Context: an optimization exercise on an open-source flow, tuned for small area, a short achievable clock period and few clock cycles. The choices shown serve that exercise and are no tape-out recipe.
The RTL was checked by simulation tests, not by an equivalence proof against the original design.
Power is estimated from default activity; no workload was simulated.

$ cat design/flow/design.v
module rvf_pal_map (
    input  wire [2:0]   wsel,     
    input  wire [7:0]   b,
    input  wire [1:0]   sv,
    input  wire [63:0]  pal,
    output reg  [63:0]  lane
);
    integer l, e;
    reg [2:0] idx;
    reg [2:0] i3;
    reg [7:0] oh;
    always @(*) begin
        for (l = 0; l < 8; l = l + 1) begin
            case (l)
                0: i3 = b[7:5];
                1: i3 = b[4:2];
                2: i3 = {sv[1:0], b[7]};
                3: i3 = b[6:4];
                4: i3 = b[3:1];
                5: i3 = {sv[0], b[7:6]};
                6: i3 = b[5:3];
                default: i3 = b[2:0];
            endcase
            idx = ({3{wsel[0]}} & {2'b00, b[7 - l]}) |
                  ({3{wsel[1]}} & {1'b0, b[7 - 2*(l % 4) -: 2]}) |
                  ({3{wsel[2]}} & i3);
            for (e = 0; e < 8; e = e + 1) oh[e] = (idx == e) && (wsel != 3'd0);
            lane[8*l +: 8] = (wsel == 3'd0) ? b : 8'd0;
            for (e = 0; e < 8; e = e + 1)
                lane[8*l +: 8] = lane[8*l +: 8] | ({8{oh[e]}} & pal[8*e +: 8]);
        end
    end
endmodule
module rvf_palette_cache #(
    parameter BYTES = 2,
    parameter SLOTS = 16
) (
    input  wire               clk,
    input  wire               we,         
    input  wire [8*BYTES-1:0] wdata,
    output wire [8*BYTES-1:0] rdata,      
    output wire [8*BYTES-1:0] rdata8      
);
    reg [8*BYTES-1:0] stage [0:SLOTS-1];
    integer i;
    always @(posedge clk) begin
        for (i = 0; i < SLOTS - 1; i = i + 1)
            stage[i] <= stage[i + 1];
        stage[SLOTS - 1] <= we ? wdata : stage[0];
    end
    assign rdata  = stage[0];
    assign rdata8 = stage[SLOTS / 2];
endmodule
module rvf_block_decoder (
    input  wire         clk,
    input  wire         rst,
    input  wire         start,
    input  wire [15:0]  frame_len,     
    input  wire [12:0]  num_blocks,    
    output wire         idle,
    input  wire         in_valid,
    input  wire [7:0]   in_data,
    output wire         in_ready,
    output wire         out_valid,
    input  wire         out_ready,
    output wire [11:0]  out_pos,
    output wire         out_copy,      
    output wire [127:0] out_data,      
    output wire         done,
    output wire [2:0]   st_kind,
    output wire [3:0]   st_cause,
    output wire [15:0]  st_rpos,
    output wire [12:0]  st_bpos
);
    localparam S_IDLE = 3'd0,
               S_HDR  = 3'd1,    
               S_EXT  = 3'd2,    
               S_CHK  = 3'd3,    
               S_PALB = 3'd4,    
               S_SEL  = 3'd5,    
               S_DATA = 3'd6,    
               S_FIN  = 3'd7;    
    reg        f0v, f1v;
    reg [7:0]  f0d, f1d;
    reg        in_ready_r;
    wire       hv = f0v;
    wire [7:0] hb = f0d;
    wire       push = in_valid && in_ready_r;
    reg        pop;
    reg [2:0]  state;
    reg        idle_r, done_r;
    reg [2:0]  kind_r;
    reg [3:0]  cause_r;
    reg [15:0] rpos_r;      
    reg [15:0] rem;         
    reg [15:0] pcnt;        
    reg [12:0] cbp;         
    reg        cbp_z;       
    reg [12:0] room;        
    reg        m_skip, m_rep, m_solid, m_raw, m_pal, m_cache;
    reg [1:0]  pw;          
    reg        w1, w2, w3;  
    reg        sel_bad;     
    reg [3:0]  lf;
    reg [12:0] cnt;         
    reg        f3_r;        
    reg        ovr_r;       
    reg [16:0] ck_x;        
    reg        rem_z;       
    reg [2:0]  fi;          
    reg [3:0]  bi;          
    reg [1:0]  sv;          
    reg [7:0]  sel;
    reg [63:0] pal;
    reg        c5f;         
    reg        c5o;         
    reg        c5p;         
    reg        addp;        
    reg [3:0]  head2, head4, head8;
    reg        full2, full4, full8;
    reg        pw_v;        
    reg [1:0]  pw_c;        
    reg [3:0]  pw_slot;
    reg [3:0]  ph;          
    reg         ov_r;
    reg [11:0]  opos_r;
    reg         ocopy_r;
    reg [127:0] odata_r;
    reg [11:0]  run_left;
    reg         run_act;
    assign idle      = idle_r;
    assign in_ready  = in_ready_r;
    assign out_valid = ov_r;
    assign out_pos   = opos_r;
    assign out_copy  = ocopy_r;
    assign out_data  = odata_r;
    assign done      = done_r;
    assign st_kind   = kind_r;
    assign st_cause  = cause_r;
    assign st_rpos   = rpos_r;
    assign st_bpos   = cbp;
    wire [3:0] ht      = hb[7:4];
    wire       h_long  = (!ht[3] && ht[0]) || (ht == 4'hF);
    reg  [3:0] h_fix;   
    always @(*) begin
        case (ht)
            4'h4, 4'h5, 4'h6, 4'h7, 4'h9, 4'hB, 4'hD: h_fix = 4'd1;
            4'h8: h_fix = 4'd2;
            4'hA: h_fix = 4'd4;
            4'hC: h_fix = 4'd8;
            default: h_fix = 4'd0;
        endcase
    end
    wire       h_skip  = (ht[3:1] == 3'b000);
    wire       h_rep   = (ht[3:1] == 3'b001);
    wire       h_solid = (ht[3:2] == 2'b01);
    wire       h_raw   = (ht[3:1] == 3'b111);
    wire       h_pal   = ht[3] && !h_raw;
    wire [1:0] h_pw    = (ht[3:1] == 3'b100) ? 2'd1 :
                         (ht[3:1] == 3'b101) ? 2'd2 :
                         (ht[3:1] == 3'b110) ? 2'd3 : 2'd0;
    wire        h_ovr = (room <= {9'd0, hb[3:0]});
    wire [12:0] e_c1  = {1'b0, lf, hb} + 13'd1;
    wire        e_ovr = (room <= {1'b0, lf, hb});
    wire [12:0] ck_m  = ovr_r ? room : cnt;
    reg  [16:0] ck_xn;
    always @(*) begin
        case (pw)
            2'd1:    ck_xn = {11'd0, ck_m[4:0], 1'b0} + (m_cache ? 17'd0 : 17'd1);
            2'd2:    ck_xn = {10'd0, ck_m[4:0], 2'b0} + (m_cache ? 17'd0 : 17'd3);
            2'd3:    ck_xn = {10'd0, ck_m[4:0], 2'b0} + {11'd0, ck_m[4:0], 1'b0} +
                             (m_cache ? 17'd0 : 17'd7);
            default: ck_xn = {ck_m, 4'b0};        
        endcase
    end
    wire ck_gt = ck_x > {1'b0, rem};
    wire [4:0] ccount = w1 ? {full2, head2 & {4{!full2}}} :
                        w2 ? {full4, head4 & {4{!full4}}} :
                                       {full8, head8 & {4{!full8}}};
    wire [3:0] chead = w1 ? head2 : w2 ? head4 : head8;
    wire [15:0] tap2, tap2h;
    wire [31:0] tap4, tap4h;
    wire [63:0] tap8, tap8h;
    wire pw_hit = pw_v && (ph == pw_slot);
    rvf_palette_cache #(.BYTES(2)) u_cache2 (
        .clk(clk), .we(pw_hit && pw_c == 2'd1), .wdata(pal[15:0]), .rdata(tap2), .rdata8(tap2h));
    rvf_palette_cache #(.BYTES(4)) u_cache4 (
        .clk(clk), .we(pw_hit && pw_c == 2'd2), .wdata(pal[31:0]), .rdata(tap4), .rdata8(tap4h));
    rvf_palette_cache #(.BYTES(8)) u_cache8 (
        .clk(clk), .we(pw_hit && pw_c == 2'd3), .wdata(pal[63:0]), .rdata(tap8), .rdata8(tap8h));
    wire        tsel = ph[3] ^ sel[3];    
    wire [63:0] tap = w1 ? {48'd0, tsel ? tap2h : tap2} :
                      w2 ? {32'd0, tsel ? tap4h : tap4} :
                                     (tsel ? tap8h : tap8);
    wire [63:0] lane;
    rvf_pal_map u_map (.wsel({w3, w2, w1}), .b(hb), .sv(sv),
                       .pal(pal), .lane(lane));
    reg [15:0] dben;
    reg        last_b;
    integer i;
    always @(*) begin
        for (i = 0; i < 16; i = i + 1) begin
            case (pw)
                2'd1: dben[i] = (bi[0] == i[3]);
                2'd2: dben[i] = (bi[1:0] == i[3:2]);
                2'd3: dben[i] = ((bi >= 4'd3) == i[3]) &&
                                ((bi - ((bi >= 4'd3) ? 4'd3 : 4'd0)) ==
                                 ((i[2:0] < 3'd2) ? 4'd0 : (i[2:0] < 3'd5) ? 4'd1 : 4'd2));
                default: dben[i] = (bi == i[3:0]);
            endcase
        end
        case (pw)
            2'd1:    last_b = (bi == 4'd1);
            2'd2:    last_b = (bi == 4'd3);
            2'd3:    last_b = (bi == 4'd5);
            default: last_b = (bi == 4'd15);
        endcase
    end
    wire wmove = !ov_r || out_ready;        
    wire wfree = wmove && !run_act;
    reg  run_go, blk_done;
    reg  [15:0] ben;                        
    reg       fail;
    reg [2:0] fkind;
    reg [3:0] fcause;
    always @(*) begin
        pop = 1'b0; run_go = 1'b0; blk_done = 1'b0; ben = 16'd0;
        fail = 1'b0; fkind = 3'd0; fcause = 4'd0;
        case (state)
            S_HDR: pop = hv && !rem_z;
            S_EXT: begin
                if (rem_z) begin fail = 1'b1; fkind = 3'd1; fcause = 4'd1; end
                else pop = hv;
            end
            S_CHK: begin
                if (m_rep && cbp_z) begin
                    fail = 1'b1; fkind = 3'd2; fcause = 4'd6;
                end else if (f3_r && (m_solid || m_pal)) begin
                    fail = 1'b1; fkind = 3'd1;
                    fcause = m_solid ? 4'd4 : m_cache ? 4'd2 : 4'd3;
                end else if ((m_skip || m_rep || m_solid) && ovr_r) begin
                    fail = 1'b1; fkind = 3'd2; fcause = 4'd8;
                end else if (m_rep) begin
                    run_go = wfree;
                end else if (m_solid) begin
                    run_go = wfree && hv;
                    pop = run_go;
                    ben = {16{run_go}};
                end else if (m_cache) begin
                    pop = hv;
                end else if (m_pal) begin
                    pop = hv && !pw_v;
                end
            end
            S_PALB: pop = hv;
            S_SEL: begin
                if (sel_bad) begin fail = 1'b1; fkind = 3'd2; fcause = 4'd7; end
            end
            S_DATA: begin
                if (c5f && !c5p) begin
                    fail = 1'b1; fkind = c5o ? 3'd2 : 3'd1; fcause = c5o ? 4'd8 : 4'd5;
                end else begin
                    pop = hv && (wfree || (ocopy_r && !last_b));
                    ben = pop ? dben : 16'd0;
                    blk_done = pop && last_b;
                end
            end
            default: ;
        endcase
    end
    wire f1v_next = pop ? (f1v && push) : (f1v || (f0v && push));
    always @(posedge clk) begin
        if (rst) begin
            f0v <= 1'b0; f1v <= 1'b0; in_ready_r <= 1'b0;
        end else if (state == S_IDLE) begin
            f0v <= 1'b0; f1v <= 1'b0; in_ready_r <= start;
        end else begin
            if (pop) begin
                if (f1v) begin
                    f0d <= f1d; f0v <= 1'b1;
                    f1v <= push; f1d <= in_data;
                end else begin
                    f0v <= push; f0d <= in_data;
                end
            end else if (!f0v) begin
                f0v <= push; f0d <= in_data;
            end else if (!f1v) begin
                f1v <= push; f1d <= in_data;
            end
            in_ready_r <= !f1v_next && !(state == S_FIN && !run_act && wmove);
        end
    end
    always @(posedge clk) begin
        if (rst) begin
            ov_r <= 1'b0; run_act <= 1'b0;
        end else if (wmove) begin
            if (run_act) begin
                ov_r <= 1'b1;
                opos_r <= opos_r + 12'd1;
                run_left <= run_left - 12'd1;
                run_act <= (run_left != 12'd1);
            end else if (run_go || blk_done) begin
                ov_r <= 1'b1;
                opos_r <= cbp[11:0];
                ocopy_r <= run_go && m_rep;
                run_left <= cnt[11:0] - 12'd1;
                run_act <= run_go && (cnt != 13'd1);
            end else begin
                ov_r <= 1'b0;
            end
        end
    end
    always @(posedge clk) begin
        for (i = 0; i < 16; i = i + 1)
            if (ben[i]) odata_r[8*i +: 8] <= lane[8*(i % 8) +: 8];
    end
    always @(posedge clk) begin
        ph <= ph + 4'd1;
        if (pop) begin
            rem   <= rem - 16'd1;
            rem_z <= (rem == 16'd1);
            pcnt  <= pcnt + 16'd1;
        end
        if (rst) begin
            state <= S_IDLE;
            idle_r <= 1'b1;
            done_r <= 1'b0;
            kind_r <= 3'd0;
            cause_r <= 4'd0;
            rpos_r <= 16'd0;
            cbp <= 13'd0;
            ph <= 4'd0;
            pw_v <= 1'b0;
            c5p <= 1'b0;
            addp <= 1'b0;
            head2 <= 4'd0; head4 <= 4'd0; head8 <= 4'd0;
            full2 <= 1'b0; full4 <= 1'b0; full8 <= 1'b0;
        end else begin
            done_r <= 1'b0;
            if (pw_hit) pw_v <= 1'b0;
            if (c5p) begin
                c5p <= 1'b0;
                c5f <= ovr_r || ck_gt;
                c5o <= ovr_r && !ck_gt;
            end
            if (fail) begin
                kind_r  <= fkind;
                cause_r <= fcause;
                state   <= S_FIN;
            end else begin
                case (state)
                    S_IDLE: if (start) begin
                        rem   <= frame_len;
                        rem_z <= (frame_len == 16'd0);
                        pcnt  <= 16'd0;
                        room  <= num_blocks;
                        cbp   <= 13'd0;
                        cbp_z <= 1'b1;
                        idle_r <= 1'b0;
                        pw_v  <= 1'b0;
                        addp  <= 1'b0;
                        head2 <= 4'd0; head4 <= 4'd0; head8 <= 4'd0;
                        full2 <= 1'b0; full4 <= 1'b0; full8 <= 1'b0;
                        state <= S_HDR;
                    end
                    S_HDR: begin
                        if (rem_z) begin
                            kind_r  <= 3'd0;
                            cause_r <= 4'd0;
                            rpos_r  <= pcnt;
                            state   <= S_FIN;
                        end else if (hv) begin
                            m_skip  <= h_skip;
                            m_rep   <= h_rep;
                            m_solid <= h_solid;
                            m_raw   <= h_raw;
                            m_pal   <= h_pal;
                            m_cache <= h_pal && ht[0];
                            pw      <= h_pw;
                            w1      <= (h_pw == 2'd1);
                            w2      <= (h_pw == 2'd2);
                            w3      <= (h_pw == 2'd3);
                            lf      <= hb[3:0];
                            cnt     <= {9'd0, hb[3:0]} + 13'd1;
                            f3_r    <= (rem <= {12'd0, h_fix});
                            ovr_r   <= h_ovr;
                            rpos_r  <= pcnt;
                            state   <= h_long ? S_EXT : S_CHK;
                        end
                    end
                    S_EXT: if (pop) begin
                        cnt   <= e_c1;
                        f3_r  <= (rem <= {15'd0, m_solid});
                        ovr_r <= e_ovr;
                        state <= S_CHK;
                    end
                    S_CHK: begin
                        ck_x <= ck_xn;
                        c5p  <= 1'b1;
                        bi  <= 4'd0;
                        fi  <= 3'd1;
                        if (run_go || m_skip) begin
                            cbp   <= cbp + cnt;
                            cbp_z <= 1'b0;
                            room  <= room - cnt;
                            state <= S_HDR;
                        end else if (m_raw) begin
                            state <= S_DATA;
                        end else if (m_cache) begin
                            if (pop) begin
                                sel     <= hb;
                                sel_bad <= (hb >= {3'd0, ccount});
                                state   <= S_SEL;
                            end
                        end else if (m_pal) begin
                            if (pop) begin
                                pal[7:0] <= hb;
                                state <= S_PALB;
                            end
                        end
                    end
                    S_PALB: if (pop) begin
                        pal[8*fi +: 8] <= hb;
                        fi <= fi + 3'd1;
                        if (fi == (w1 ? 3'd1 : w2 ? 3'd3 : 3'd7)) begin
                            state <= S_DATA;
                            addp  <= 1'b1;
                        end
                    end
                    S_SEL: if (!pw_v && ph[2:0] == sel[2:0]) begin
                        pal   <= tap;
                        state <= S_DATA;
                    end
                    S_DATA: begin
                        if (addp && !c5p) begin
                            addp    <= 1'b0;
                            pw_v    <= 1'b1;
                            pw_c    <= pw;
                            pw_slot <= chead;
                            case (pw)
                                2'd1: begin head2 <= head2 + 4'd1; if (head2 == 4'd15) full2 <= 1'b1; end
                                2'd2: begin head4 <= head4 + 4'd1; if (head4 == 4'd15) full4 <= 1'b1; end
                                default: begin head8 <= head8 + 4'd1; if (head8 == 4'd15) full8 <= 1'b1; end
                            endcase
                        end
                        if (pop) begin
                        sv <= hb[1:0];
                        bi <= last_b ? 4'd0 : bi + 4'd1;
                        if (blk_done) begin
                            cbp   <= cbp + 13'd1;
                            cbp_z <= 1'b0;
                            room  <= room - 13'd1;
                            cnt   <= cnt - 13'd1;
                            if (cnt == 13'd1)
                                state <= S_HDR;
                        end
                        end
                    end
                    S_FIN: if (!run_act && wmove) begin
                        done_r <= 1'b1;
                        idle_r <= 1'b1;
                        state  <= S_IDLE;
                    end
                    default: state <= S_IDLE;
                endcase
            end
        end
    end
endmodule
$ cat design/flow/flow/run.sh
#!/bin/bash
# The standard layout (standard.sh: ORFS with the standard synthesis),
# with these changes to how the layout is made:
#  - setup repair aims for 6.5 ns of slack on the 10 ns clock;
#  - the port buffers are buf_2 cells;
#  - CTS clusters up to 28 sinks within 60 um and adds no dummy loads.
# make's full output goes to flow_make.log; ORFS keeps each step's log
# under orfs/logs.
set -euo pipefail
bash standard.sh \
  SETUP_SLACK_MARGIN=6.5 \
  "BUFFER_PORTS_ARGS=-buffer_cell sky130_fd_sc_hd__buf_2" \
  "CTS_ARGS=-sink_clustering_enable -repair_clock_nets -sink_clustering_size 28 -sink_clustering_max_diameter 60 -dont_use_dummy_load" \
  finish > flow_make.log 2>&1
$ cat design/flow/standard.sh
#!/bin/bash
# synth_recipe.tcl (not shown) runs the flow's synth.tcl, then flattens the netlist and writes it again
# the make line also repeats each setting of config.mk as NAME=value (left out here)
make -C /OpenROAD-flow-scripts/flow DESIGN_CONFIG=/design/flow/config.mk WORK_HOME=/design/flow/orfs CLKGATE_MAP_FILE= SYNTH_SCRIPT=/design/flow/synth_recipe.tcl "${@:-finish}"
$ cat design/flow/config.mk
export PLATFORM = sky130hd
export DESIGN_NAME = rvf_block_decoder
export DESIGN_NICKNAME = rvf_block_decoder
export VERILOG_FILES = /design/flow/design.v
export SDC_FILE = /design/flow/constraint.sdc
export NUM_CORES = 4
export LEC_CHECK = 0
export ABC_AREA = 1
export CAP_MARGIN = 20
export CORE_MARGIN = 2
export CORE_UTILIZATION = 40
export PLACE_DENSITY = 0.6
export SLEW_MARGIN = 20
$ cat design/flow/constraint.sdc
create_clock -name core_clock -period 10.0 [get_ports {clk}]
set_input_delay 2.0000 -clock core_clock [delete_from_list [all_inputs] [get_ports {clk}]]
set_output_delay 2.0000 -clock core_clock [all_outputs]
set_load 0.01 [all_outputs]
==> impl_metrics.yaml, run 1 <==
placed_design:
  routabilityCongestion: 1.00
  dp_hpwl_mm: 128
  portBuffers: 221
  dp_slack_ns: 4.97
  postPlaceCellArea_um2: 67500
power:
  seqPwrFrac: 0.581
  p_total_mw: 16.3
  p_int_mw: 11.9
  pwr-share-comb: 0.137
  netSwitchingFraction: 0.269
  p_sw_mw: 4.38
  ir_worst_vdd_uv: 155
  power.leakage_nw: 28.2
  pwr-share-clk: 0.282
  powerDensity_nw_per_um2: 230
synth:
  yosysWarnings: 8
  syn_area_per_cell_um2: 11.8
  synthCells: 5444
  synth-edff-count: 316
  syn_nets: 5596
  synth_seq_area_share: 0.741
  synth_area_leaders: "dfxtp_1 59%, edfxtp_1 15%, nand2_1 3.5%"
  synth_cell_types: 62
  synthDominantCellAreaShare: 0.593
  yosysTopAreaCell: "dfxtp_1"
  ys.flop_type: "dfxtp_1"
  async_flop_share: 0
  syn_area_um2: 64000
  yosys_register_bits: 2212
detailed_routing:
  drc_errors: 0
  drt_iter0_drc: 3922
  route.detailed.wl_per_inst_um: 23.7
  wl_met1_mm: 80.7
  met2WireLength_mm: 80.4
  drt-total-wl_mm: 183
  via_per_inst: 5.19
  via_count: 40300
  maxUsedRoutingLayer: "met5"
  first_pass_iters: 7
  dr_wl_met3_mm: 13.5
  ant_nets: 0
grt:
  antenna_found_initial: 8
  grt_usage: 0.220
  grt_pass1_vias: 38300
  grt_pass1_wl_mm: 264
  grt_max_degree: 129
  grt-ovfl-total: 0
layout:
  mostFrequentLayoutCells: "1896 x dfxtp_1, 575 x nand2_1, 513 x nor2_1, 387 x inv_1, 332 x o21ai_0"
  drive_gt1_frac: 0.0914
  post-route-cell-area_um2: 70900
  num-fill-cells: 14700
  final_common_cell: "dfxtp_1"
  area_growth_pct: 10.8
  final_util: 0.447
  nNetsFinal: 5833
setup_path:
  worstPathCellList: "buf_4 -> clkinvlp_4 -> buf_4 -> o21ai_1 -> nor2_1 -> nand2_1 -> o22ai_1 -> a221oi_1 -> o2111ai_1"
  cp_data_required_time_ns: 10.27
  arrival_ns: 3.75
  start_kind: "register"
  max_stage_delay_ns: 0.55
  crit_path_max_fanout: 23
  crit_type: "reg2reg"
  endpoint_kind: "register"
  path_common_cell: "buf_4"
  cpMaxStageDelayCell: "o2111ai_1"
timing:
  worstMarginPinSlew_ns: 1.20
  final-setup-viol-count: 0
  period_needed_ns: 3.49
  fmax_mhz: 287
  fin_ws_ns: 6.51
  clock_skew_ns: 0.118
  tns_ns: 0
  relSlewSlack: 0.201
  final_hold_viol_count: 0
  rsz0062_at_grt: "true"
  min_period_over_period: 0.349
  maxSlewViolCount: 0
cts:
  clock_sinks: 2212
  insertion_delay_ns: 0.79
  cts_root_buf: "clkbuf_16"
  clk_pin_slew_ns: 0.10
  numCtsBuffers: 114
  cts_buffer_depth: 3
  cts_tree: "done"
  htreeDepth: 3
die:
  fp.coreArea_um2: 159000
  die_x_um: 404
  die_h_um: 404
  start_util: 0.404
  ios: 223
  row_count: 146
  die_area_um2: 163000
flow_run:
  drv_cap: 0
run_status:
  outcome: "finished clean"
hold_path:
  min_path_type: "reg2reg"
-- flip-flops by register name (all words and copies together), names as in the netlist, 8 cells and up --
name and cells:
cbp 13, ck_x 17, cnt 13, f0d 8, f1d 8, odata_r 128
opos_r 12, pal 64, pcnt 16, rem 16, room 13, rpos_r 16
run_left 12, u_cache2.stage 256, u_cache4.stage 512, u_cache8.stage 1024
-- per-layer routing --
metal | up-vias | track usage
met2 | 1558 | 0.343
met3 | 466 | 0.0505
li1 | 18700 | -
met5 | - | 0
met1 | 19500 | 0.295
met4 | 8 | 0.0940
-- critical path, delay by kind of cell, from the launching register on --
| family | cells | cell delay, ns |
|---|---|---|
| buffers and inverters | 3 | 0.84 |
| and+or+nand+nor | 2 | 0.39 |
| DFF | 1 | 0.33 |
| AOI/OAI and AO/OA | 4 | 1.38 |
-- layout make-up --
cell class	instances	area [um^2]	share of cell area
antenna	4	10.0	0.000141
clock buffer	114	2850	0.0403
inverter	425	1640	0.0231
multi-input combinational	2641	14600	0.206
sequential	2212	47400	0.669
tap	2072	2590	0.0366
timing repair buffer	286	1730	0.0244
timing repair inverter	1	5.00	0.0000706
-- timing repair --
item	4_1_cts	5_1_grt
cloned	2	0
gates resized for setup	41	36
endpoints found under the setup margin	492	314
hold buffers	0	0
pin swaps	4	2
buffers inserted	10	10
-- power by group through the flow --
stage / Clock (mW) / Combinational, mW / Sequential (mW)
finish: 4.59 / 2.24 / 9.46
global route: 5.02 / 2.42 / 9.47
CTS: 4.70 / 2.16 / 9.45
detailed placement: 0 / 2.12 / 9.66
global placement: 0 / 2.11 / 9.66
floorplan: 0 / 1.33 / 9.56
-- logic make-up after synthesis --
group           synth area share
flops                      0.741
xor+xnor                 0.00862
mux                     0.000469
other cells            0.0000586
compound gates            0.0996
simple gates              0.0915
fa+ha+maj                 0.0221
buf+inv                   0.0362
-- synthesized netlist by cell type, types with 5 or more instances --
library cell and number:
clkbuf_1 120, nand3_1 149, dfxtp_1 1896, a221oi_1 48, ha_1 105, fa_1 5, inv_2 6, a211oi_1 8
edfxtp_1 316, a22oi_1 5, nor4_1 16, xnor2_1 20, xor2_1 43, inv_1 394, clkinv_1 24, o211ai_1 19
buf_1 9, o221ai_1 5, a22o_1 16, o32ai_1 20, nand2_1 590, a21oi_1 260, or2_2 15, o22ai_1 203
o21ai_0 340, o2111ai_1 36, nor2_1 529, buf_6 7, o41ai_1 38, nand2_2 7, buf_2 28, a2111oi_0 8
a21o_1 5, nor3_1 48, nand3b_1 6, a31oi_1 13, nand4_1 33
-- through the flow --
stage | hold slack [ns] | cells
final | 0.277 | 7755
after global routing | 0.265 | 7752
after CTS | 0.273 | 7741
after detailed placement | 0.312 | 7615
after global placement | 0.310 | 7615
after floorplan | 0.310 | 5444
-- final timing paths --
| path | start | to | slack [ns] | cells past startpoint |
|---|---|---|---|---|
| worst max register to register | w2 | odata_r[88] | 6.51 | 9 |
| worst min register to register | u_cache8.stage[13][23] | u_cache8.stage[12][23] | 0.28 | 0 |
| worst max-delay path | w2 | odata_r[88] | 6.51 | 9 |
| worst min-delay path | u_cache8.stage[13][23] | u_cache8.stage[12][23] | 0.28 | 0 |
Testbench counts, summed over its fixed seeds: cycles 99,416.
==> run 2: changes to the inputs <==
--- a/design/flow/config.mk
+++ b/design/flow/config.mk
@@ -9,5 +9,5 @@
 export CAP_MARGIN = 20
 export CORE_MARGIN = 2
-export CORE_UTILIZATION = 40
-export PLACE_DENSITY = 0.6
+export CORE_UTILIZATION = 65
+export PLACE_DENSITY = 0.75
 export SLEW_MARGIN = 20
==> run 2 against run 1 <==
  * Still clean
  * Sequential power hardly changed
  * Combinational power hardly changed
  * Synthesized area stayed put
  * Flip-flop and latch count stayed put
  * Critical path type unchanged
  * Critical endpoint is now pal[12]
  * Largest cell class unchanged
  * Largest power group unchanged
  * Highest routed layer unchanged
==> impl_metrics.yaml, run 2 <==
run_status:
  outcome: "finished clean"
layout:
  mostFrequentLayoutCells: "1894 x dfxtp_1, 574 x nand2_1, 512 x nor2_1, 388 x inv_1, 334 x o21ai_0"
  final_common_cell: "dfxtp_1"
  num-fill-cells: 6413
  drive_gt1_frac: 0.0886
  multi_input_comb_area_um2: 14500
  post-route-cell-area_um2: 69700
  largest_reg_flops: 1024
  area_growth_pct: 8.89
  top_register: "u_cache8.stage"
  nNetsFinal: 5829
  seqCellArea_um2: 47400
  reg_top3: "u_cache8.stage: 1024 flops, u_cache4.stage: 512 flops, u_cache2.stage: 256 flops"
synth:
  synthDominantCellAreaShare: 0.593
  syn_area_um2: 64000
  synth_cell_types: 62
  synth-edff-count: 316
  synthAdderAreaFrac: 0.0221
  yosys_register_bits: 2212
  synth-xor-area-share: 0.00862
  synth_commonest_cells: "1896 x dfxtp_1, 590 x nand2_1, 529 x nor2_1, 394 x inv_1, 340 x o21ai_0"
  syn_nets: 5596
  synth.most_common_cell: "dfxtp_1"
  synth_mux_area_frac: 0.000469
  syn_area_per_cell_um2: 11.8
  ys.flop_type: "dfxtp_1"
  yosys.area_share.simple: 0.0915
  synthCells: 5444
  synth-compound-area-share: 0.0996
  yosysWarnings: 8
  yosysTopAreaCell: "dfxtp_1"
  synth_area_leaders: "dfxtp_1 59%, edfxtp_1 15%, nand2_1 3.5%"
  synth_top_family_by_area: "compound AO/OA/AOI/OAI gates"
  synth_seq_area_share: 0.741
  async_flop_share: 0
power:
  ir_worst_vdd_uv: 231
  powerDensity_nw_per_um2: 233
  power.leakage_nw: 28.1
  p_total_mw: 16.2
grt:
  grt_usage: 0.365
  grt_pass1_vias: 40800
  grt-ovfl-total: 0
  antenna_found_initial: 9
  grt_pass1_wl_mm: 271
  grt_max_degree: 69
placed_design:
  routabilityCongestion: 1.05
  portBuffers: 221
  postPlaceCellArea_um2: 66400
  dp_hpwl_mm: 121
timing:
  relSlewSlack: 0.230
  final-setup-viol-count: 0
  clock_skew_ns: 0.107
  fmax_mhz: 280
  min_period_over_period: 0.357
  tns_ns: 0
  worstMarginPinSlew_ns: 1.15
  final_hold_viol_count: 0
  rsz0062_at_grt: "true"
  maxSlewViolCount: 0
  period_needed_ns: 3.57
detailed_routing:
  route.detailed.wl_per_inst_um: 26.8
  via_count: 41800
  first_pass_iters: 9
  drc_errors: 0
  ant_nets: 0
  via_per_inst: 6.00
  drt_iter0_drc: 5379
  drt-total-wl_mm: 187
setup_path:
  crit_path_max_fanout: 24
  endpoint_kind: "register"
  arrival_ns: 4.04
  cp_data_required_time_ns: 10.47
  crit_type: "reg2reg"
  start_kind: "register"
cts:
  insertion_delay_ns: 0.75
  clock_sinks: 2212
  cts_hold_buffers: 0
  cts_root_buf: "clkbuf_16"
  numCtsBuffers: 110
  cts_tree: "done"
  htreeDepth: 3
  cts_buffer_depth: 3
  clk_pin_slew_ns: 0.10
die:
  row_count: 115
  ios: 223
  die_area_um2: 101000
  start_util: 0.653
  fp.coreArea_um2: 98000
  die_h_um: 318
  die_x_um: 318
hold_path:
  min_path_type: "reg2reg"
flow_run:
  drv_cap: 0
[run 2: through the flow]
stage / utilization / hold slack (ns) / worst slack [ns] / cells
6_report: 0.711 / 0.257 / 6.43 / 6966
5_1_grt: 0.711 / 0.269 / 6.47 / 6963
4_1_cts: 0.709 / 0.261 / 6.51 / 6944
3_5_place_dp: 0.678 / 0.312 / 4.91 / 6824
3_3_place_gp: 0.678 / 0.310 / 5.04 / 6824
2_1_floorplan: - / 0.310 / 5.43 / 5444
[run 2: repair_timing]
| item | in CTS | in global routing |
|---|---|---|
| gates resized for setup | 38 | 23 |
| setup buffers | 8 | 18 |
| endpoints found under the setup margin | 560 | 225 |
| pin swaps | 4 | 5 |
| gates cloned | 2 | 0 |
[run 2: cell type report]
cell class,instances,share of cell area
Inverter,425,0.0233
Antenna cell,4,0.000144
Sequential cell,2212,0.681
Tap cell,1287,0.0231
Timing Repair Buffer,286,0.0246
Multi-Input combinational cell,2641,0.208
Clock buffer,110,0.0395
Timing Repair inverter,1,0.0000718
[run 2: critical path, cell delays in order (launching register included)]
cell        delay [ns]
edfxtp_1          0.33
buf_4             0.30
inv_1             0.14
ha_1              0.26
ha_4              0.45
clkinvlp_4        0.29
nor2_1            0.22
inv_1             0.27
nor2_2            0.49
o22ai_1           0.20
nand2_1           0.19
o211ai_1          0.17
[run 2: where the power goes]
group	internal, mW	leakage [nW]	switching [mW]
clock	1.95	1.36	2.61
sequential	9.26	18.2	0.208
combinational	0.635	8.58	1.59
[run 2: final timing paths]
| kind | cells after the start | endpoint | startpoint | slack [ns] |
|---|---|---|---|---|
| max | 11 | pal[12] | fi[0] | 6.43 |
| min | 0 | u_cache8.stage[0][33] | u_cache8.stage[1][33] | 0.26 |
| max reg2reg | 11 | pal[12] | fi[0] | 6.43 |
| min reg2reg | 0 | u_cache8.stage[0][33] | u_cache8.stage[1][33] | 0.26 |
[run 2: logic make-up (layout without fill, tap and decap cells)]
group | Yosys count | after routing
flops | 2212 | 2212
fa+ha+maj | 110 | 110
compound gates | 1054 | 1054
xor+xnor | 63 | 63
mux | 3 | 3
buf+inv | 591 | 822
other cells | 1 | 5
simple gates | 1410 | 1410
[run 2: routing by layer]
metal	global-route usage	wire (um)	up-vias
met5	0	29	-
met4	0.189	12000	4
met3	0.0929	17500	673
met2	0.577	84400	2313
met1	0.467	72900	20100
li1	-	-	18700
==> run 3: changes to the inputs <==
--- a/design/flow/config.mk
+++ b/design/flow/config.mk
@@ -7,7 +7,7 @@
 export LEC_CHECK = 0
 export ABC_AREA = 1
-export CAP_MARGIN = 20
+export CAP_MARGIN = 5
 export CORE_MARGIN = 2
-export CORE_UTILIZATION = 65
-export PLACE_DENSITY = 0.75
-export SLEW_MARGIN = 20
+export CORE_UTILIZATION = 40
+export PLACE_DENSITY = 0.6
+export SLEW_MARGIN = 5
==> run 3 against run 2 <==
  * Still clean on timing, DRC and antenna
  * Hold slack improved by 0.020 ns
  * Cell count up 11%
  * Critical path depth shrank 2
  * Largest power group unchanged
==> impl_metrics.yaml, run 3 <==
cts:
  cts_hold_buffers: 0
  htreeDepth: 3
  clock_sinks: 2212
  cts_buffer_depth: 3
  cts_root_buf: "clkbuf_16"
  numCtsBuffers: 114
  insertion_delay_ns: 0.79
  clk_pin_slew_ns: 0.10
  cts_tree: "done"
die:
  row_count: 146
  die_area_um2: 163000
  ios: 223
  die_x_um: 404
  start_util: 0.404
  fp.coreArea_um2: 159000
  die_h_um: 404
grt:
  antenna_found_initial: 8
  grt_pass1_wl_mm: 264
  grt_usage: 0.220
  grt-ovfl-total: 0
  grt_max_degree: 129
  grt_pass1_vias: 38300
detailed_routing:
  route.detailed.wl_per_inst_um: 23.7
  ant_nets: 0
  drc_errors: 0
  via_per_inst: 5.19
  drt_iter0_drc: 3922
  first_pass_iters: 7
  drt-total-wl_mm: 183
  via_count: 40300
synth:
  ys.flop_type: "dfxtp_1"
  yosys_register_bits: 2212
  synth_seq_area_share: 0.741
  synth-edff-count: 316
  synth_cell_types: 62
  yosysWarnings: 8
  syn_area_um2: 64000
  synth.most_common_cell: "dfxtp_1"
  yosysTopAreaCell: "dfxtp_1"
  syn_nets: 5596
  synthDominantCellAreaShare: 0.593
  async_flop_share: 0
  synth_area_leaders: "dfxtp_1 59%, edfxtp_1 15%, nand2_1 3.5%"
  synth_commonest_cells: "1896 x dfxtp_1, 590 x nand2_1, 529 x nor2_1, 394 x inv_1, 340 x o21ai_0"
  syn_area_per_cell_um2: 11.8
  synthCells: 5444
layout:
  seqCellArea_um2: 47400
  top_register: "u_cache8.stage"
  multi_input_comb_area_um2: 14600
  num-fill-cells: 14700
  nNetsFinal: 5833
  largest_reg_flops: 1024
  final_common_cell: "dfxtp_1"
  drive_gt1_frac: 0.0914
  reg_top3: "u_cache8.stage: 1024 flops, u_cache4.stage: 512 flops, u_cache2.stage: 256 flops"
  area_growth_pct: 10.8
  mostFrequentLayoutCells: "1896 x dfxtp_1, 575 x nand2_1, 513 x nor2_1, 387 x inv_1, 332 x o21ai_0"
run_status:
  outcome: "finished clean"
timing:
  maxSlewViolCount: 0
  worstMarginPinSlew_ns: 1.20
  relSlewSlack: 0.201
  final-setup-viol-count: 0
  rsz0062_at_grt: "true"
  min_period_over_period: 0.349
  clock_skew_ns: 0.118
  final_hold_viol_count: 0
  fmax_mhz: 287
  period_needed_ns: 3.49
  tns_ns: 0
power:
  powerDensity_nw_per_um2: 230
  seqPwrFrac: 0.581
  p_sw_mw: 4.38
  power.leakage_nw: 28.2
  p_total_mw: 16.3
  netSwitchingFraction: 0.269
  p_int_mw: 11.9
  ir_worst_vdd_uv: 155
  pwr-share-clk: 0.282
  pwr-share-comb: 0.137
setup_path:
  crit_path_max_fanout: 23
  crit_type: "reg2reg"
  start_kind: "register"
  arrival_ns: 3.75
  crit_buf_inv: 3
  cpMaxStageDelayCell: "o2111ai_1"
  endpoint_kind: "register"
  path_common_cell: "buf_4"
  cp_data_required_time_ns: 10.27
  max_stage_delay_ns: 0.55
  worstPathCellList: "buf_4 -> clkinvlp_4 -> buf_4 -> o21ai_1 -> nor2_1 -> nand2_1 -> o22ai_1 -> a221oi_1 -> o2111ai_1"
  path_delay_family: "compound AO/OA/AOI/OAI gates"
hold_path:
  min_path_type: "reg2reg"
flow_run:
  drv_cap: 0
placed_design:
  dp_hpwl_mm: 128
  routabilityCongestion: 1.00
  portBuffers: 221
[run 3: final timing paths]
| kind | startpoint | to | slack [ns] | cells past startpoint |
|---|---|---|---|---|
| min | u_cache8.stage[13][23] | u_cache8.stage[12][23] | 0.28 | 0 |
| min reg2reg | u_cache8.stage[13][23] | u_cache8.stage[12][23] | 0.28 | 0 |
| max reg2reg | w2 | odata_r[88] | 6.51 | 9 |
| max | w2 | odata_r[88] | 6.51 | 9 |
[run 3: final cells by class]
type,count,share of cell area
Antenna cell,4,0.000141
Clock buffer,114,0.0403
Inverter,425,0.0231
Multi-Input combinational cell,2641,0.206
Sequential cell,2212,0.669
Tap cell,2072,0.0366
Timing Repair Buffer,286,0.0244
Timing Repair inverter,1,0.0000706
[run 3: power by group through the flow]
stage / logic, mW / registers, mW / clock network [mW]
finish: 2.24 / 9.46 / 4.59
global route: 2.42 / 9.47 / 5.02
CTS: 2.16 / 9.45 / 4.70
detailed placement: 2.12 / 9.66 / 0
global placement: 2.11 / 9.66 / 0
floorplan: 1.33 / 9.56 / 0
[run 3: logic make-up (layout without fill, tap and decap cells)]
logic type,Yosys count,after routing,share of synthesized area
compound gates,1054,1054,0.0996
xor+xnor,63,63,0.00862
fa+ha+maj,110,110,0.0221
buf+inv,591,826,0.0362
flops,2212,2212,0.741
mux,3,3,0.000469
other cells,1,5,0.0000586
simple gates,1410,1410,0.0915
[run 3: per-layer routing]
metal	up-vias	GRT usage	wire length, um
li1	18700	-	-
met1	19500	0.295	80700
met2	1558	0.343	80400
met3	466	0.0505	13500
met4	8	0.0940	8930
met5	-	0	50
[run 3: repair_timing]
item,in CTS,in global routing
pin swaps,4,2
resized for setup,41,36
setup buffers,10,10
gates cloned,2,0
endpoints found under the setup margin,492,314
[run 3: metrics by stage]
step                hold slack (ns)  cell area [um^2]   util  setup WS (ns)  instances
floorplan                     0.310             64100      -           5.43       5444
global placement              0.310             67500  0.425           4.99       7615
detailed placement            0.312             67500  0.425           4.97       7615
CTS                           0.273             70600  0.445           6.50       7741
global route                  0.265             70900  0.447           6.37       7752
finish                        0.277             70900  0.447           6.51       7755
==> run 4: changes to the inputs <==
--- a/design/flow/design.v
+++ b/design/flow/design.v
@@ -189,5 +189,7 @@
     rvf_palette_cache #(.BYTES(8)) u_cache8 (
         .clk(clk), .we(pw_hit && pw_c == 2'd3), .wdata(pal[63:0]), .rdata(tap8), .rdata8(tap8h));
-    wire        tsel = ph[3] ^ sel[3];    
+    wire [3:0]  selv = (state == S_CHK) ? hb[3:0] : sel[3:0];
+    wire        tsel = ph[3] ^ selv[3];   
+    wire        tmatch = !pw_v && (ph[2:0] == selv[2:0]);    
     wire [63:0] tap = w1 ? {48'd0, tsel ? tap2h : tap2} :
                       w2 ? {32'd0, tsel ? tap4h : tap4} :
@@ -411,5 +413,10 @@
                                 sel     <= hb;
                                 sel_bad <= (hb >= {3'd0, ccount});
-                                state   <= S_SEL;
+                                if (tmatch && !(hb >= {3'd0, ccount})) begin
+                                    pal   <= tap;
+                                    state <= S_DATA;
+                                end else begin
+                                    state <= S_SEL;
+                                end
                             end
                         end else if (m_pal) begin
@@ -428,5 +435,5 @@
                         end
                     end
-                    S_SEL: if (!pw_v && ph[2:0] == sel[2:0]) begin
+                    S_SEL: if (tmatch) begin
                         pal   <= tap;
                         state <= S_DATA;
--- a/design/flow/config.mk
+++ b/design/flow/config.mk
@@ -7,7 +7,7 @@
 export LEC_CHECK = 0
 export ABC_AREA = 1
-export CAP_MARGIN = 5
+export CAP_MARGIN = 20
 export CORE_MARGIN = 2
 export CORE_UTILIZATION = 40
 export PLACE_DENSITY = 0.6
-export SLEW_MARGIN = 5
+export SLEW_MARGIN = 20
==> run 4 against run 3 <==
  * Die area is 0.11% lower
  * Cell count is 0.35% higher
  * Largest cell class unchanged
  * Highest routed layer unchanged
  * Setup slack worse by 0.085 ns
  * Core utilization is 0.087 points higher
==> impl_metrics.yaml, run 4 <==
setup_path:
  start_kind: "register"
  cp_data_required_time_ns: 10.30
  endpoint_kind: "register"
  arrival_ns: 3.87
  crit_type: "reg2reg"
  crit_path_max_fanout: 12
timing:
  maxSlewViolCount: 0
  relSlewSlack: 0.357
  clock_skew_ns: 0.137
  fin_ws_ns: 6.43
  worstMarginPinSlew_ns: 0.958
  tns_ns: 0
  final_hold_viol_count: 0
  min_period_over_period: 0.357
  final-setup-viol-count: 0
  rsz0062_at_grt: "true"
  fmax_mhz: 280
  period_needed_ns: 3.57
cts:
  cts_buffer_depth: 3
  cts_tree: "done"
  clock_sinks: 2212
  numCtsBuffers: 113
  cts_root_buf: "clkbuf_16"
  insertion_delay_ns: 0.81
  clk_pin_slew_ns: 0.10
  htreeDepth: 3
synth:
  ys.flop_type: "dfxtp_1"
  synthDominantCellAreaShare: 0.594
  synth-edff-count: 316
  synth_area_leaders: "dfxtp_1 59%, edfxtp_1 15%, nand2_1 3.8%"
  synth_commonest_cells: "1896 x dfxtp_1, 651 x nand2_1, 474 x nor2_1, 357 x inv_1, 330 x o21ai_0"
  synth_cell_types: 61
  syn_area_per_cell_um2: 11.7
  yosys_register_bits: 2212
  async_flop_share: 0
  yosysTopAreaCell: "dfxtp_1"
  syn_area_um2: 63900
  synth.most_common_cell: "dfxtp_1"
  synth_seq_area_share: 0.742
  syn_nets: 5593
  synthCells: 5447
  yosysWarnings: 8
detailed_routing:
  drt-total-wl_mm: 183
  ant_nets: 0
  route.detailed.wl_per_inst_um: 23.5
  via_per_inst: 5.24
  via_count: 40800
  drt_iter0_drc: 4701
  drc_errors: 0
  first_pass_iters: 8
layout:
  reg_top3: "u_cache8.stage: 1024 flops, u_cache4.stage: 512 flops, u_cache2.stage: 256 flops"
  post-route-cell-area_um2: 71000
  mostFrequentLayoutCells: "1893 x dfxtp_1, 629 x nand2_1, 455 x nor2_1, 348 x inv_1, 327 x o21ai_0"
  nNetsFinal: 5850
  top_register: "u_cache8.stage"
  final_common_cell: "dfxtp_1"
  area_growth_pct: 11.1
  drive_gt1_frac: 0.0966
  num-fill-cells: 14600
  largest_reg_flops: 1024
  final_util: 0.448
power:
  ir_worst_vdd_uv: 175
  powerDensity_nw_per_um2: 239
  power.leakage_nw: 27.9
die:
  die_area_um2: 163000
  row_count: 146
  ios: 223
  fp.coreArea_um2: 159000
  die_h_um: 404
  die_x_um: 404
  start_util: 0.403
placed_design:
  portBuffers: 221
  postPlaceCellArea_um2: 67300
  dp_slack_ns: 4.75
  routabilityCongestion: 1.05
  dp_hpwl_mm: 126
grt:
  grt_max_degree: 66
  grt-ovfl-total: 0
  grt_pass1_wl_mm: 259
  grt_pass1_vias: 37700
  antenna_found_initial: 11
  grt_usage: 0.217
flow_run:
  drv_cap: 0
hold_path:
  min_path_type: "reg2reg"
run_status:
  outcome: "finished clean"
run 4: through the flow:
step | total power [mW] | hold WS [ns] | cells
floorplan | 11.3 | 0.310 | 5447
global placement | 12.4 | 0.310 | 7624
detailed placement | 12.4 | 0.312 | 7624
CTS | 17.0 | 0.230 | 7753
global route | 17.6 | 0.253 | 7774
finish | 17.0 | 0.237 | 7782
run 4: critical path, cell delays in order, from the launching register on:
cell        delay [ns]
edfxtp_1          0.33
buf_4             0.27
clkinvlp_4        0.53
o21ai_0           0.55
inv_1             0.13
nand2_1           0.09
nor2_1            0.06
inv_1             0.25
o22ai_1           0.14
nor3_1            0.29
o2111ai_1         0.49
run 4: final timing paths:
kind	start	to	slack (ns)	depth (start not counted)
max	f0d[5]	odata_r[104]	6.43	10
min	u_cache8.stage[13][6]	u_cache8.stage[12][6]	0.24	0
max reg2reg	f0d[5]	odata_r[104]	6.43	10
min reg2reg	u_cache8.stage[13][6]	u_cache8.stage[12][6]	0.24	0
run 4: what timing repair did:
action	4_1_cts	5_1_grt
resized for setup	60	41
hold endpoints to repair	0	0
hold buffers	0	0
endpoints found under the setup margin	409	360
gates cloned	4	4
buffers inserted	12	15
pin swaps	6	4
run 4: cell type report:
class / count / area [um^2] / share of cell area
sequential: 2212 / 47400 / 0.668
multi-input combinational: 2689 / 14700 / 0.207
clock buffer: 113 / 2830 / 0.0398
tap: 2072 / 2590 / 0.0365
timing repair buffer: 286 / 1830 / 0.0258
inverter: 401 / 1560 / 0.0220
antenna: 8 / 20.0 / 0.000282
timing repair inverter: 1 / 5.00 / 0.0000705
run 4: cell families (layout without fill, tap and decap cells):
| kind of cell | Yosys count | after routing | share of synthesized area |
|---|---|---|---|
| buffers and inverters | 548 | 801 | 0.0341 |
| DFF | 2212 | 2212 | 0.742 |
| muxes | 3 | 3 | 0.000470 |
| AOI/OAI and AO/OA | 1048 | 1048 | 0.0977 |
| and+or+nand+nor | 1472 | 1474 | 0.0964 |
| adders and majority gates | 104 | 104 | 0.0209 |
| xor gates and xnor gates | 59 | 59 | 0.00808 |
| other | 1 | 9 | 0.0000587 |
run 4: per-layer routing:
| metal | vias up | track usage | part of all wire |
|---|---|---|---|
| met3 | 492 | 0.0454 | 0.087 |
| met4 | 2 | 0.0945 | 0.051 |
| met2 | 1827 | 0.319 | 0.42 |
| met5 | - | 0 | 0.000066 |
| met1 | 19600 | 0.310 | 0.45 |
| li1 | 18900 | - | - |
run 4: report_power, final:
part	switching (mW)	total, mW	internal [mW]	leakage (nW)
combinational	2.07	2.84	0.773	8.32
sequential	0.284	9.59	9.31	18.2
clock	2.56	4.56	2.00	1.39
total	4.92	17.0	12.1	27.9
Testbench counts of run 4, summed over its fixed seeds: cycles 99,042.
==> run 5: changes to the inputs <==
--- a/design/flow/design.v
+++ b/design/flow/design.v
@@ -108,5 +108,5 @@
     reg [16:0] ck_x;        
     reg        rem_z;       
-    reg [2:0]  fi;          
+    reg [7:0]  fi;          
     reg [3:0]  bi;          
     reg [1:0]  sv;          
@@ -317,4 +317,16 @@
             if (ben[i]) odata_r[8*i +: 8] <= lane[8*(i % 8) +: 8];
     end
+    wire pal_ld0 = (state == S_CHK) && m_pal && !m_cache && hv && !pw_v;
+    wire pal_ldb = (state == S_PALB) && hv;
+    wire pal_ldt = tmatch && ((state == S_SEL) || ((state == S_CHK) && m_cache && hv));
+    always @(posedge clk) begin
+        if (pal_ldt)
+            pal <= tap;
+        else begin
+            if (pal_ld0) pal[7:0] <= hb;
+            for (i = 1; i < 8; i = i + 1)
+                if (pal_ldb && fi[i]) pal[8*i +: 8] <= hb;
+        end
+    end
     always @(posedge clk) begin
         ph <= ph + 4'd1;
@@ -401,5 +413,5 @@
                         c5p  <= 1'b1;
                         bi  <= 4'd0;
-                        fi  <= 3'd1;
+                        fi  <= 8'd2;
                         if (run_go || m_skip) begin
                             cbp   <= cbp + cnt;
@@ -414,5 +426,4 @@
                                 sel_bad <= (hb >= {3'd0, ccount});
                                 if (tmatch && !(hb >= {3'd0, ccount})) begin
-                                    pal   <= tap;
                                     state <= S_DATA;
                                 end else begin
@@ -422,5 +433,4 @@
                         end else if (m_pal) begin
                             if (pop) begin
-                                pal[7:0] <= hb;
                                 state <= S_PALB;
                             end
@@ -428,7 +438,6 @@
                     end
                     S_PALB: if (pop) begin
-                        pal[8*fi +: 8] <= hb;
-                        fi <= fi + 3'd1;
-                        if (fi == (w1 ? 3'd1 : w2 ? 3'd3 : 3'd7)) begin
+                        fi <= {fi[6:0], 1'b0};
+                        if (w1 ? fi[1] : w2 ? fi[3] : fi[7]) begin
                             state <= S_DATA;
                             addp  <= 1'b1;
@@ -436,5 +445,4 @@
                     end
                     S_SEL: if (tmatch) begin
-                        pal   <= tap;
                         state <= S_DATA;
                     end
==> run 5 against run 4 <==
  * Still clean
  * Combinational power fell by 23%
  * Synthesized cell count is 3.4% lower
  * Setup slack better by 0.055 ns
  * Flip-flop and latch count is 4 higher
  * Non-clock buffer count unchanged
  * Core utilization about the same
  * First-iteration DRC count decreased by 19%
  * Power down 3.6%
  * Clock-buffer cell count is 7 higher
  * Register-to-register slack improved by 0.17 ns
  * Hold slack improved by 0.0015 ns
  * Largest power group unchanged
==> impl_metrics.yaml, run 5 <==
run_status:
  outcome: "finished clean"
synth:
  syn_area_per_cell_um2: 12.0
  yosysWarnings: 8
  synthDominantCellAreaShare: 0.602
  syn_nets: 5402
  synth_area_leaders: "dfxtp_1 60%, edfxtp_1 15%, nand2_1 3.7%"
  yosysTopAreaCell: "dfxtp_1"
  synthCells: 5261
  synth_seq_area_share: 0.755
  ys.flop_type: "dfxtp_1"
  synth.most_common_cell: "dfxtp_1"
  synth_cell_types: 67
  yosys_register_bits: 2216
  synth-edff-count: 320
  async_flop_share: 0
  syn_area_um2: 63000
  synth_commonest_cells: "1896 x dfxtp_1, 626 x nand2_1, 382 x nor2_1, 381 x inv_1, 355 x o21ai_0"
timing:
  min_period_over_period: 0.352
  fin_ws_ns: 6.48
  tns_ns: 0
  rsz0062_at_grt: "true"
  period_needed_ns: 3.52
  final_hold_viol_count: 0
  maxSlewViolCount: 0
  worstMarginPinSlew_ns: 1.17
  final-setup-viol-count: 0
  relSlewSlack: 0.215
  fmax_mhz: 284
  clock_skew_ns: 0.107
  whs_ns: 0.239
setup_path:
  max_stage_delay_ns: 0.54
  cp_data_required_time_ns: 8.00
  critical_path_depth: 1
  arrival_ns: 1.52
  path_delay_family: "flip-flops"
  worstRegToRegCells: 13
  crit_buf_inv: 1
  start_kind: "register"
  worstPathCellList: "buf_2"
  endpoint_kind: "primary output"
  cpMaxStageDelayCell: "edfxtp_1"
  crit_type: "reg2out"
  crit_path_max_fanout: 2
power:
  p_total_mw: 16.4
  power.leakage_nw: 27.6
  powerDensity_nw_per_um2: 234
  ir_worst_vdd_uv: 152
die:
  start_util: 0.403
  ios: 223
  die_h_um: 401
  die_area_um2: 161000
  fp.coreArea_um2: 156000
  die_x_um: 401
  row_count: 145
grt:
  grt_pass1_vias: 36600
  grt_max_degree: 78
  use_met2: 0.293
  use_met3: 0.0500
  top_usage_layer: "met2"
  grt_usage: 0.203
  antenna_found_initial: 14
  grt_pass1_wl_mm: 243
  grt-ovfl-total: 0
  met1_usage: 0.290
cts:
  numCtsBuffers: 120
  htreeDepth: 3
  cts_root_buf: "clkbuf_16"
  cts_buffer_depth: 3
  insertion_delay_ns: 0.78
  cts_tree: "done"
  clock_sinks: 2216
  clk_pin_slew_ns: 0.09
placed_design:
  dp_slack_ns: 5.08
  routabilityCongestion: 1.04
  portBuffers: 221
  dp_hpwl_mm: 115
hold_path:
  hold_depth: 0
  min_path_type: "reg2reg"
layout:
  nNetsFinal: 5663
  seqCellArea_um2: 47600
  reg_top3: "u_cache8.stage: 1024 flops, u_cache4.stage: 512 flops, u_cache2.stage: 256 flops"
  largest_reg_flops: 1024
  num-fill-cells: 14400
  multi_input_comb_area_um2: 13600
  final_util: 0.448
  mostFrequentLayoutCells: "1895 x dfxtp_1, 608 x nand2_1, 374 x inv_1, 370 x nor2_1, 345 x o21ai_0"
  top_register: "u_cache8.stage"
  final_common_cell: "dfxtp_1"
  drive_gt1_frac: 0.0958
  area_growth_pct: 11.2
detailed_routing:
  ant_nets: 0
  first_pass_iters: 8
  via_per_inst: 5.13
  via_count: 38900
  drc_errors: 0
  drt_iter0_drc: 3814
  route.detailed.wl_per_inst_um: 22.1
  drt-total-wl_mm: 167
flow_run:
  drv_cap: 0
==> run 5: cell types whose count changed in the layout (fill, tap and decap cells not counted), moves of 21 or more <==
cell       change
o31ai_1       +32
o2111ai_1     -24
o21ai_1       +47
nor2_1        -85
o22ai_1       -52
inv_1         +26
nand3_1       -36
nand2_1       -21
==> run 5: worst paths after layout <==
| path | startpoint | endpoint | slack, ns |
|---|---|---|---|
| setup / recovery | odata_r[17] | out_data[17] | 6.48 |
| hold / removal | u_cache4.stage[11][6] | u_cache4.stage[10][6] | 0.24 |
| setup reg to reg | bi[1] | odata_r[46] | 6.60 |
| hold reg to reg | u_cache4.stage[11][6] | u_cache4.stage[10][6] | 0.24 |
==> run 5: layout make-up <==
| type | instances | share of cell area |
|---|---|---|
| flip-flops and latches | 2216 | 0.679 |
| multi-input cells | 2488 | 0.195 |
| clock buffers | 120 | 0.0428 |
| well taps | 2058 | 0.0367 |
| repair buffers | 286 | 0.0241 |
| inverters | 409 | 0.0227 |
| diodes | 7 | 0.000250 |
| repair inverters | 1 | 0.000107 |
==> run 5: stage by stage <==
stage          cell area [um^2]  instances
2_1_floorplan             63100       5261
3_5_place_dp              66500       7431
6_report                  70100       7585
4_1_cts                   69800       7559
5_1_grt                   70100       7578
3_3_place_gp              66500       7431
==> run 5: per-layer routing <==
metal / up-vias / wire, um / share of wire
met5: - / 189 / 0.0011
met4: 6 / 8060 / 0.048
met3: 450 / 14100 / 0.084
met2: 1663 / 68300 / 0.41
met1: 18700 / 76700 / 0.46
li1: 18100 / - / -
==> run 5: timing repair <==
action	4_1_cts	5_1_grt
pin swaps	4	5
setup buffers	8	18
hold endpoints to repair	0	0
setup endpoints to repair	378	271
gates cloned	0	1
hold buffers	0	0
resized for setup	51	34
==> run 5: power breakdown <==
group,internal [mW],switching (mW)
clock network,2.11,2.58
logic,0.644,1.55
registers,9.29,0.202
total,12.0,4.33
==> run 5: kinds of logic after synthesis <==
kind of cell / after synthesis / synth area share
AO/OA/AOI/OAI: 1044 / 0.0974
flip-flops: 2216 / 0.755
multiplexers: 2 / 0.000318
AND/OR/NAND/NOR: 1288 / 0.0849
other: 1 / 0.0000595
buffers and inverters: 557 / 0.0348
XOR/XNOR: 54 / 0.00762
adder cells (fa/ha/maj): 99 / 0.0203
Testbench counts of run 5, summed over its fixed seeds: cycles 99,042.
==> run 6: changes to the inputs <==
==> design/flow/flow/run.sh (replaced) <==
#!/bin/bash
# The standard layout (standard.sh: ORFS with the standard synthesis),
# with these changes to how the layout is made:
#  - setup repair aims for 6.5 ns of slack on the 10 ns clock;
#  - the port buffers are buf_2 cells;
#  - CTS clusters up to 32 sinks within 60 um and adds no dummy loads.
# make's full output goes to flow_make.log; ORFS keeps each step's log
# under orfs/logs.
set -euo pipefail
bash standard.sh \
  SETUP_SLACK_MARGIN=6.5 \
  "BUFFER_PORTS_ARGS=-buffer_cell sky130_fd_sc_hd__buf_2" \
  "CTS_ARGS=-sink_clustering_enable -repair_clock_nets -sink_clustering_size 32 -sink_clustering_max_diameter 60 -dont_use_dummy_load" \
  finish > flow_make.log 2>&1
==> run 6 against run 5 <==
  * Sequential power barely moved
  * Non-clock buffer count fell by 2
  * Clock skew fell by 0.013 ns
  * Flip-flop and latch count did not move
  * Final area fell by 0.17%
  * Largest cell class unchanged
  * Highest routed layer unchanged
  * Hold slack got worse by 0.00088 ns
  * Global-route usage barely moved
==> impl_metrics.yaml, run 6 <==
synth:
  yosysTopAreaCell: "dfxtp_1"
  synth_seq_area_share: 0.755
  yosysWarnings: 8
  async_flop_share: 0
  synthCells: 5261
  synth_area_leaders: "dfxtp_1 60%, edfxtp_1 15%, nand2_1 3.7%"
  synth.most_common_cell: "dfxtp_1"
  yosys_register_bits: 2216
  syn_area_um2: 63000
  syn_nets: 5402
  synthDominantCellAreaShare: 0.602
  ys.flop_type: "dfxtp_1"
  synth-edff-count: 320
  synth_commonest_cells: "1896 x dfxtp_1, 626 x nand2_1, 382 x nor2_1, 381 x inv_1, 355 x o21ai_0"
  syn_area_per_cell_um2: 12.0
  synth_cell_types: 67
layout:
  mostFrequentLayoutCells: "1895 x dfxtp_1, 609 x nand2_1, 374 x inv_1, 371 x nor2_1, 345 x o21ai_0"
  post-route-cell-area_um2: 70000
  final-instance-count-excl-fill: 7576
  top_register: "u_cache8.stage"
  num-fill-cells: 14400
  final_common_cell: "dfxtp_1"
  drive_gt1_frac: 0.0948
  reg_top3: "u_cache8.stage: 1024 flops, u_cache4.stage: 512 flops, u_cache2.stage: 256 flops"
  area_growth_pct: 11.0
  nNetsFinal: 5657
  largest_reg_flops: 1024
setup_path:
  crit_end: "out_data[7]"
  r2r_end: "odata_r[105]"
  cp_data_required_time_ns: 8.00
  arrival_ns: 1.50
  endpoint_kind: "primary output"
  critical_path_depth: 1
  crit_type: "reg2out"
  max_stage_delay_ns: 0.53
  worstRegToRegCells: 10
  critPathLaunch: "odata_r[7]"
  start_kind: "register"
  crit_buf_inv: 1
  crit_path_max_fanout: 1
  rrSetupSlack_ns: 6.54
  cpMaxStageDelayCell: "edfxtp_1"
  r2r-start: "w2"
  worstPathCellList: "buf_2"
  path_delay_family: "flip-flops"
placed_design:
  portBuffers: 221
  postPlaceCellArea_um2: 66500
  routabilityCongestion: 1.04
  dp_hpwl_mm: 115
  dpl.cell_count: 7431
hold_path:
  min_path_type: "reg2reg"
  hold_depth: 0
detailed_routing:
  first_pass_iters: 12
  route.detailed.wl_per_inst_um: 22.1
  drc_errors: 0
  drt-total-wl_mm: 168
  drt_iter0_drc: 3936
  via_per_inst: 5.10
  ant_nets: 0
  via_count: 38700
grt:
  grt_max_degree: 78
  grt_pass1_vias: 36500
  grt_usage: 0.203
  antenna_found_initial: 13
  grt-ovfl-total: 0
  grt_pass1_wl_mm: 243
die:
  die_h_um: 401
  fp.coreArea_um2: 156000
  start_util: 0.403
  die_area_um2: 161000
  ios: 223
  die_x_um: 401
  row_count: 145
flow_run:
  drv_cap: 0
power:
  p_sw_mw: 4.33
  power.leakage_nw: 27.5
  netSwitchingFraction: 0.266
  ir_worst_vdd_uv: 151
  pwr-share-comb: 0.135
  powerDensity_nw_per_um2: 233
  p_total_mw: 16.3
  seqPwrFrac: 0.582
  pwr-share-clk: 0.283
  p_int_mw: 12.0
timing:
  relSlewSlack: 0.237
  worstMarginPinSlew_ns: 1.13
  clock_skew_ns: 0.0935
  rsz0062_at_grt: "true"
  final-setup-viol-count: 0
  min_period_over_period: 0.350
  final_hold_viol_count: 0
  maxSlewViolCount: 0
  whs_ns: 0.238
  fmax_mhz: 286
  period_needed_ns: 3.50
  tns_ns: 0
cts:
  cts_hold_buffers: 0
  numCtsBuffers: 116
  cts_tree: "done"
  cts_root_buf: "clkbuf_16"
  cts_buffer_depth: 3
  clk_pin_slew_ns: 0.10
  clock_sinks: 2216
  htreeDepth: 3
  insertion_delay_ns: 0.79
run_status:
  outcome: "finished clean"
run 6: stage by stage:
step | utilization | setup WS [ns]
after floorplan | - | 6.31
after global placement | 0.425 | 5.18
after detailed placement | 0.425 | 5.08
after CTS | 0.446 | 6.42
after global routing | 0.447 | 6.44
final | 0.447 | 6.50
run 6: final cells by class:
| type | count | area, um^2 | area share |
|---|---|---|---|
| diodes | 4 | 10.0 | 0.000143 |
| clock buffers | 116 | 2900 | 0.0415 |
| inverters | 409 | 1590 | 0.0227 |
| multi-input cells | 2488 | 13600 | 0.195 |
| flip-flops and latches | 2216 | 47600 | 0.680 |
| well taps | 2058 | 2570 | 0.0368 |
| repair buffers | 284 | 1670 | 0.0239 |
| repair inverters | 1 | 7.51 | 0.000107 |
run 6: cells by family (layout without fill, tap and decap cells):
kind of cell    after synthesis  after routing  share of synthesized area
compound gates             1044           1044                     0.0974
simple gates               1288           1288                     0.0849
xor+xnor                     54             54                    0.00762
buf+inv                     557            810                     0.0348
fa+ha+maj                    99             99                     0.0203
flops                      2216           2216                      0.755
other cells                   1              5                  0.0000595
mux                           2              2                   0.000318
run 6: repair_timing:
action | in CTS | in global routing
setup buffers | 10 | 13
endpoints found under the hold margin | 0 | 0
resized for setup | 55 | 28
cloned | 0 | 2
setup endpoints to repair | 371 | 206
pin swaps | 4 | 4
run 6: power by group through the flow:
| stage | registers, mW | logic (mW) | clock network, mW |
|---|---|---|---|
| after global placement | 9.69 | 2.08 | 0 |
| after floorplan | 9.61 | 1.38 | 0 |
| final | 9.50 | 2.20 | 4.63 |
| after global routing | 9.51 | 2.41 | 5.06 |
| after detailed placement | 9.69 | 2.10 | 0 |
| after CTS | 9.49 | 2.13 | 4.76 |
run 6: metal layers:
layer  part of all wire  global-route usage  wire length (um)
met4              0.045              0.0882              7520
met3              0.085              0.0495             14300
met2               0.41               0.292             68800
met1               0.46               0.290             77000
met5            0.00089             0.00595               150
run 6: worst min path at each step:
stage                            from                      to  slack, ns
2_1_floorplan    u_cache2.stage[1][0]    u_cache2.stage[0][0]       0.31
3_3_place_gp   u_cache4.stage[11][12]  u_cache4.stage[10][12]       0.31
3_5_place_dp    u_cache2.stage[14][6]   u_cache2.stage[13][6]       0.31
4_1_cts         u_cache4.stage[2][31]   u_cache4.stage[1][31]       0.24
5_1_grt         u_cache4.stage[2][31]   u_cache4.stage[1][31]       0.23
6_report        u_cache4.stage[2][31]   u_cache4.stage[1][31]       0.24

separate check: timing with driven ports:
No port has a modelled driver above. Below, the same layouts with a new extraction and two added sets of constraints.
Step 1 (the two cells are an assumption about what drives the block):
set clk [get_ports {clk}]
set_driving_cell -lib_cell sky130_fd_sc_hd__clkbuf_16 $clk
set_driving_cell -lib_cell sky130_fd_sc_hd__buf_2 [delete_from_list [all_inputs] $clk]
Step 2 moves the port delays by t, midway between the first and last clock arrival at a register: inputs arrive t later, outputs are due t later. That takes back most of the time a late clock gives input paths.
Slacks: no drivers / after step 1 / after step 2; pairs: no drivers / after step 1.
| run | shift t [ns] | slack for setup (ns) | worst setup path at the end | slew at the worst register clock pin (ns) | pins driven straight from the clock port |
|---|---|---|---|---|---|
| run 1 | 0.797 | 6.515 / 6.515 / 5.847 | input to register | 0.10 / 0.10 | 1 |
| run 2 | 0.778 | 6.427 / 6.427 / 5.823 | input to register | 0.11 / 0.11 | 1 |
| run 3 | 0.797 | 6.515 / 6.515 / 5.847 | input to register | 0.10 / 0.10 | 1 |
| run 4 | 0.825 | 6.429 / 6.384 / 5.864 | input to register | 0.10 / 0.10 | 1 |
| run 5 | 0.820 | 6.484 / 6.407 / 5.841 | input to register | 0.10 / 0.10 | 1 |
| run 6 | 0.818 | 6.499 / 6.421 / 5.849 | input to register | 0.11 / 0.11 | 1 |
After both steps every run listed still meets setup and hold.
